What follows belongs to an exercise in optimizing a design on an open flow for a short achievable clock period and few clock cycles; a production flow would make more cautious choices.
Only simulation tests tie the RTL to the original design; equivalence was not proved.
Power figures rest on the tool's default switching activity, not on a simulated workload.

==> inputs of v37 <==
## lzdec
module lzdec (
    input  wire        clk,
    input  wire        rst,
    input  wire        start,
    input  wire [2:0]  fmt,
    input  wire [15:0] in_len,
    input  wire [15:0] max_out,
    output reg         in_re,
    output reg  [15:0] in_addr,
    input  wire [7:0]  in_rdata,
    output reg         out_re,
    output reg  [15:0] out_raddr,
    input  wire [7:0]  out_rdata,
    output reg         out_we,
    output reg  [15:0] out_waddr,
    output reg  [7:0]  out_wdata,
    output reg  [1:0]  state,
    output reg  [2:0]  err,
    output reg  [15:0] out_len
);
Settings: LEC_CHECK=0, ABC_CLOCK_PERIOD_IN_PS=3500, CAP_MARGIN=20, CORE_MARGIN=2, CORE_UTILIZATION=50, PLACE_DENSITY=0.65, SETUP_SLACK_MARGIN=5, SLEW_MARGIN=20; clock period 11.0 ns.
standard.sh (not shown) runs the stock make flow with config.mk's settings and CLKGATE_MAP_FILE= SYNTH_SCRIPT=/design/flow/synth_recipe.tcl, a recipe that flattens the netlist after the stock synthesis.
==> flow/flow/run.sh <==
#!/bin/bash
# Layout flow: the standard ORFS layout (standard.sh: unchanged synthesis,
# floorplan, placement, CTS, routing). Synthesis and floorplan run with the
# settings of config.mk; placement, CTS and routing then run with a larger
# setup margin for ORFS's repair_timing, so that it keeps sizing and
# buffering paths well below the 11 ns clock. The clock period and all
# constraints stay the design's. Each step's output goes to its own log.
set -euo pipefail
bash standard.sh floorplan > standard_floorplan.log 2>&1
bash standard.sh SETUP_SLACK_MARGIN=7.5 finish > standard_finish.log 2>&1
==> v29: changes against v37 <==
--- a/flow/design.v
+++ b/flow/design.v
@@ -566,19 +566,19 @@
         end
         in_q <= in_rdata;
         if (state != ST_BUSY) begin
             in_addr <= 16'd0;
             rp      <= 16'd1;
         end else if (flush_r) begin
             in_addr <= jtarget;
             rp      <= jtarget + 16'd1;
-        end else begin
+        end else if (go || issue_rd) begin
             in_addr <= rp;
-            if (go || issue_rd) rp <= rp + 16'd1;
+            rp      <= rp + 16'd1;
         end
         for (i = 0; i < 8; i = i + 1) fb[i] <= fb_nx[i];
         if (go || flush_r) begin
             fcnt <= 4'd0;
             fge1 <= 1'b0;
             fge2 <= 1'b0;
             fge4 <= 1'b0;
         end else begin
CORE_UTILIZATION = 40   (was 50)
PLACE_DENSITY = unset   (was 0.65)
==> v4: changes against v37 <==
--- a/flow/design.v
+++ b/flow/design.v
@@ -56,17 +56,19 @@
     localparam SRC_H0  = 2'd2;    
     localparam SRC_H1  = 2'd3;    
     integer i, j;
     reg        go;
     reg        rst_q;        
     reg [2:0]  c_fmt;
     reg [15:0] c_len;
     reg [15:0] c_max;
-    wire       start_acc = (state != ST_BUSY) && start;
+    reg        busy;         
+    reg        in_re_i;      
+    wire       start_acc = !busy && start;
     reg [15:0] rp;           
     reg        v1;           
     reg        v2;           
     reg [7:0]  in_q;
     reg [7:0]  fb [0:7];     
     reg [3:0]  fcnt;
     reg        fge1, fge2, fge4;
     reg        pf_on;
@@ -387,17 +389,17 @@
     wire [3:0] fv0 = fcnt + {3'd0, v2};
     wire [3:0] fv1 = fv0 - 4'd1;
     wire [3:0] fv2 = fv0 - 4'd2;
     wire [3:0] fv4 = fv0 - 4'd4;
     wire [3:0] fcnt_nx = k1 ? fv1 : k2 ? fv2 : k4 ? fv4 : fv0;
     wire fge1_nx = k1 ? (fv0 >= 4'd2) : k2 ? (fv0 >= 4'd3) : k4 ? (fv0 >= 4'd5) : (fv0 >= 4'd1);
     wire fge2_nx = k1 ? (fv0 >= 4'd3) : k2 ? (fv0 >= 4'd4) : k4 ? (fv0 >= 4'd6) : (fv0 >= 4'd2);
     wire fge4_nx = k1 ? (fv0 >= 4'd5) : k2 ? (fv0 >= 4'd6) : k4 ? (fv0 >= 4'd8) : (fv0 >= 4'd4);
-    wire issue_rd = pf_on && ({1'b0, fcnt} + {4'd0, v2} + {4'd0, v1} + {4'd0, in_re} <= 5'd7);
+    wire issue_rd = pf_on && ({1'b0, fcnt} + {4'd0, v2} + {4'd0, v1} + {4'd0, in_re_i} <= 5'd7);
     wire [3:0]  ta = tabbyte[3:0];
     wire [3:0]  tb = tabbyte[7:4];
     reg  [7:0]  rank_a, rank_b;
     always @* begin
         rank_a = 8'd0;
         rank_b = 8'd0;
         for (i = 1; i <= 15; i = i + 1) begin
             if (ta == i[3:0]) rank_a = cnt[i][7:0];
@@ -459,31 +461,34 @@
     wire a_ovf  = a_byte && room0;
     wire a_fin  = a_act && ((cur_k == K_END) || room0);
     wire a_free = !cur_v || (a_emit && cur_last);
     wire a_load = a_run && !a_fin && a_free && qne;
     always @(posedge clk) begin
         rst_q <= rst;
         if (rst) begin
             state   <= ST_IDLE;
+            busy    <= 1'b0;
             err     <= 3'd0;
             out_len <= 16'd0;
             go      <= 1'b0;
             b_v     <= 1'b0;
             b_f     <= 1'b0;
             c_v     <= 1'b0;
             c_f     <= 1'b0;
             out_we  <= 1'b0;
         end else begin
             go <= start_acc;
             if (start_acc) begin
                 state <= ST_BUSY;
+                busy  <= 1'b1;
                 err   <= 3'd0;
             end else if (c_f) begin
                 state   <= (c_code == 3'd0) ? ST_DONE : ST_ERROR;
+                busy    <= 1'b0;
                 err     <= c_code;
             end
             if (c_f)
                 out_len <= (c_code == 3'd0) ? c_pos : 16'd0;
             if (rst_q || go) begin
                 b_v <= 1'b0;
                 b_f <= 1'b0;
                 c_v <= 1'b0;
@@ -510,17 +515,17 @@
             occ     <= 4'd0;
             a_run   <= 1'b0;
             cur_v   <= 1'b0;
             out_re  <= 1'b0;
             d2v     <= 1'b0;
             d3v     <= 1'b0;
             d4v     <= 1'b0;
         end else begin
-            v1 <= in_re && !flush_r && !start_acc;
+            v1 <= in_re_i && !flush_r && !start_acc;
             v2 <= v1 && !flush_r && !start_acc;
             if (go) pf_on <= 1'b1;
             else if (c_f) pf_on <= 1'b0;
             in_re <= start_acc || go || flush_r || issue_rd;
             if (go) begin
                 ps <= {NPS{1'b0}};
                 case (c_fmt)
                     3'd0: ps[N_HDR]  <= 1'b1;
@@ -554,23 +559,24 @@
                 if (a_fin) a_run <= 1'b0;
                 if (a_load) cur_v <= 1'b1;
                 else if (a_free) cur_v <= 1'b0;
                 out_re <= a_emit && (cur_k == K_COPY) && (cur_sel == SRC_MEM);
             end
         end
     end
     always @(posedge clk) begin
-        if (state != ST_BUSY) begin
+        if (!busy) begin
             c_fmt <= fmt;
             c_len <= in_len;
             c_max <= max_out;
         end
         in_q <= in_rdata;
-        if (state != ST_BUSY) begin
+        in_re_i <= start_acc || go || flush_r || issue_rd;
+        if (!busy) begin
             in_addr <= 16'd0;
             rp      <= 16'd1;
         end else if (flush_r) begin
             in_addr <= jtarget;
             rp      <= jtarget + 16'd1;
         end else begin
             in_addr <= rp;
             if (go || issue_rd) rp <= rp + 16'd1;
CORE_UTILIZATION = 40   (was 50)
PLACE_DENSITY = unset   (was 0.65)
==> notes <==
Between v37 and v4, the lower critical path depth is in v37 (gap 17). Die area, lowest first: v37, v4, v29. The highest clock skew belongs to v4, the lowest to v29. In sequential power, v4 and v37 hardly differ. Against v37, the combinational power of v4 is smaller by about 8%. The lowest synthesized cell count belongs to v4, the highest to v37. Maximum frequency: v37 < v4 < v29.
==> figures <==
| metric | v29 | v37 | v4 |
|---|---|---|---|
| Outcome | finished clean | finished clean | finished clean |
| Non-clock buffers | 1032 | 1039 | 1017 |
| Fraction of layout instances using a drive strength above 1 | 11.1% | 11.1% | 11.4% |
| Compound-Gate Fraction of Synth Area | 9.83% | 9.74% | 10.0% |
| Antenna violations before repair | 42 | 39 | 43 |
| Area of the multi-input gates | 124000 sq um | 124000 sq um | 123000 sq um |
| Fraction of area in multi-input gates | 40.2% | 40.5% | 40.1% |
| Post-Place Cells | 31100 | 29400 | 31000 |
| Met2 capacity usage during global routing | 38.2% | 45.4% | 38.6% |
| Fraction of the cycle the final worst path needs | 34.3% | 34.7% | 34.3% |
| Timing-limited maximum frequency | 265 MHz | 262 MHz | 265 MHz |
| R2R cell count | 11 | 15 | 18 |
| Total routed wirelength | 866000 um | 837000 um | 869000 um |
| Number of logic stages on the critical path including buffering | 1 | 1 | 18 |
| Endpoint required time on the critical path | 8.80 ns | 8.80 ns | 11.92 ns |
| Global-route wire length before repair | 1260000 um | 1220000 um | 1270000 um |
Testbench counts of v37, summed over its fixed seeds: cycles 313,753.
Testbench counts of v29, summed over its fixed seeds: cycles 313,753.
Testbench counts of v4, summed over its fixed seeds: cycles 313,753.

[afterwards: timing with drivers on the ports]
No port has a modelled driver above. Below, the same layouts with a new extraction and two added sets of constraints.
Step 1 sets driving cells, clkbuf_16 on the clock port and buf_2 on the other inputs (assumed; they add their load-dependent delay and slew).
Step 2, shift: input delay + t, output delay - t, t = (earliest + latest rising clock arrival at the registers) / 2. This alone moves slack from input paths to output paths.
a / b / c = no drivers / after step 1 / after step 2; a / b = the first two.
run	shift t [ns]	setup WS [ns]	worst hold slack (ns)	worst setup path at the end	slew at the worst register clock pin (ns)
v37	1.187	7.179 / 7.055 / 6.753	0.304 / 0.304 / 0.304	input to register	0.07 / 0.07
v29	1.173	7.232 / 7.096 / 6.954	0.309 / 0.309 / 0.309	input to register	0.08 / 0.08
v4	1.210	7.229 / 7.089 / 6.988	0.310 / 0.310 / 0.310	input to register	0.08 / 0.08
After both steps setup and hold are still met in every run listed. The setup slack of v37, which loses most, moves by -0.124 ns with the drivers and by -0.426 ns with both steps.
